From an optimization exercise on the open Yosys and OpenROAD flow, aimed at small area, a short achievable clock period and few clock cycles per item; shortcuts taken in it are not production practice. Function was checked by simulation only, so behaviour that the tests miss may differ from the original. No activity file was given, so power comes from the tool's default toggle rates.

## v32
// harp_rxf
module harp_rxf (
    input  wire       clk,
    input  wire       rst,         
    input  wire       in_valid,
    input  wire [7:0] in_data,
    output wire       in_ready,
    input  wire       flush,       
    output wire       out_valid,
    input  wire       out_ready,
    output wire [7:0] out_data,
    output wire       out_last,
    output wire [2:0] out_kind      
);
    localparam [2:0] K_BADLEN   = 3'd1,
                     K_CHECKSUM = 3'd2,
                     K_BADTYPE  = 3'd3,
                     K_BADPTYPE = 3'd4,
                     K_LENMIS   = 3'd5;
    localparam [2:0] S_L   = 3'd0,    
                     S_C   = 3'd1,    
                     S_CK  = 3'd2,    
                     S_P   = 3'd3,    
                     S_DEC = 3'd4;    
    reg  [7:0] mem_e [0:127];         
    reg  [7:0] mem_o [0:127];         
    reg  [8:0] tk;                    
    reg        iv;                    
    reg  [7:0] ib;
    reg  [7:0] rs;                    
    reg        wv;                    
    reg  [8:0] wp;                    
    reg        in_rdy;
    reg        fl_pend;               
    reg        fl_apply;              
    always @(posedge clk) begin
        if (wv && !wp[0]) mem_e[wp[7:1]] <= rs;
        if (wv &&  wp[0]) mem_o[wp[7:1]] <= rs;
    end
    reg  [15:0] rh_e, rh_o;
    reg  [7:0]  rl_e, rl_o;
    reg         ra_sw;                
    reg         a_v, a_f, a_2, a_l, a_c;
    reg  [8:0]  a_j;
    reg  [7:0]  lo, hi;
    reg         b_v, b_f, b_2, b_l, b_c;
    reg  [8:0]  b_j;
    reg         c_v;
    reg  [8:0]  c_j;
    reg  [7:0]  c_lo, c_hi;           
    reg  [7:0]  c_len;                
    reg  [8:0]  c_len2;               
    reg         c_badl;               
    reg         c_chk;                
    reg  [2:0]  c_pk;                 
    reg  [7:0] row_e [0:15];
    reg  [7:0] row_o [0:15];
    reg  [7:0] rd_e, rd_o;
    integer k, r;
    always @(*) begin
        for (r = 0; r < 16; r = r + 1) begin
            row_e[r] = 8'd0;
            row_o[r] = 8'd0;
            for (k = 0; k < 8; k = k + 1) begin
                row_e[r] = row_e[r] | (mem_e[8 * r + k] & {8{rl_e[k]}});
                row_o[r] = row_o[r] | (mem_o[8 * r + k] & {8{rl_o[k]}});
            end
  ...
Size in the first run: about 2,500 flip-flops, about 27 I/O pins.
Settings: LEC_CHECK=0, CAP_MARGIN=30, CORE_MARGIN=2, CORE_UTILIZATION=50, CTS_BUF_LIST=sky130_fd_sc_hd__clkbuf_16, CTS_CLUSTER_DIAMETER=70, CTS_CLUSTER_SIZE=28, SETUP_SLACK_MARGIN=5, SLEW_MARGIN=40; clock period 12.0 ns.
run.sh (not shown) runs the stock make flow with config.mk's settings and CLKGATE_MAP_FILE= SYNTH_SCRIPT=/design/flow/synth_recipe.tcl, a recipe that flattens the netlist after the stock synthesis.
Testbench counts of v32, summed over its fixed seeds: cycles 59,769, bytes 56,077.
The inputs of v57 differ from those of v32 as listed below.
Settings: CORE_UTILIZATION now 70, was 50; CTS_CLUSTER_DIAMETER now 60, was 70; CTS_CLUSTER_SIZE now 24, was 28.
- v57 reached the final stage; the timing, DRC and antenna checks on its layout passed.
- v57: via count about 3% above v32
- Going from v32 to v57, clock buffer count in the final layout grew by a little under 10%.
- Routed length on met3 up 11 mm in v57 wrt v32
- The run showing the greater met2 track demand over resource is v57.
- Worst setup slack: v57 vs v32 down 0.24 ns
- Sequential share of layout area (lower): v32
- Total of plain and repair buffers excluding clock buffers on v57 is up relative to v32.
- Compared with v32, v57 improves post-placement worst setup slack.
- Looking at final area across both flows, v57 is the stronger of the two, with v32 trailing.
- Compared to v32, v57 was floorplanned on a smaller die.
- Between v57 and v32, the difference in overall power of the completed layout is negligible.
Relative to v57, the following input files were edited for v10:
Settings: swapping 70 for 50 in CORE_UTILIZATION.
## What came out
Relative to v57, part of the power in the clock network has increased by 1.7 points in v10.
v57 ended up with h[5]$_SDFFE_PP0P_ as its end point of the critical path; v10 ended up with rh_e[2]$_SDFF_PP0_.
[compare] base=v57 new=v10: total net switching power grew by 300 uW; total of clock buffers placed in the layout grew by 16.
A cell type of the slowest stage on the worst timing path of sky130_fd_sc_hd__a2111oi_4 is what v57 shows, while sky130_fd_sc_hd__dfxtp_1 belongs to v10.

==> re-timing with driven ports <==
The flow's constraints put no driver on any port. The routed layouts listed below were extracted and timed again, unchanged, in two steps.
Step 1 assumes that a clkbuf_16 drives the clock port and a buf_2 every other input.
Step 2, shift: input delay + t, output delay - t, t = (earliest + latest rising clock arrival at the registers) / 2. This alone moves slack from input paths to output paths.
Three values: ideal, step 1, step 2; two values: the first two.
run | shift t [ns] | setup WS [ns] | worst setup path at the end | cell pins on the clock port's net
v32 | 0.903 | 7.467 / 7.467 / 7.070 | input to register | 1
v57 | 0.879 | 7.228 / 7.228 / 7.194 | input to register | 1
v10 | 0.927 | 7.399 / 7.399 / 7.045 | input to register | 1
After both steps setup and hold are still met in every run listed. The setup slack of v32, which loses most, moves by 0.000 ns with the drivers and by -0.397 ns with both steps.
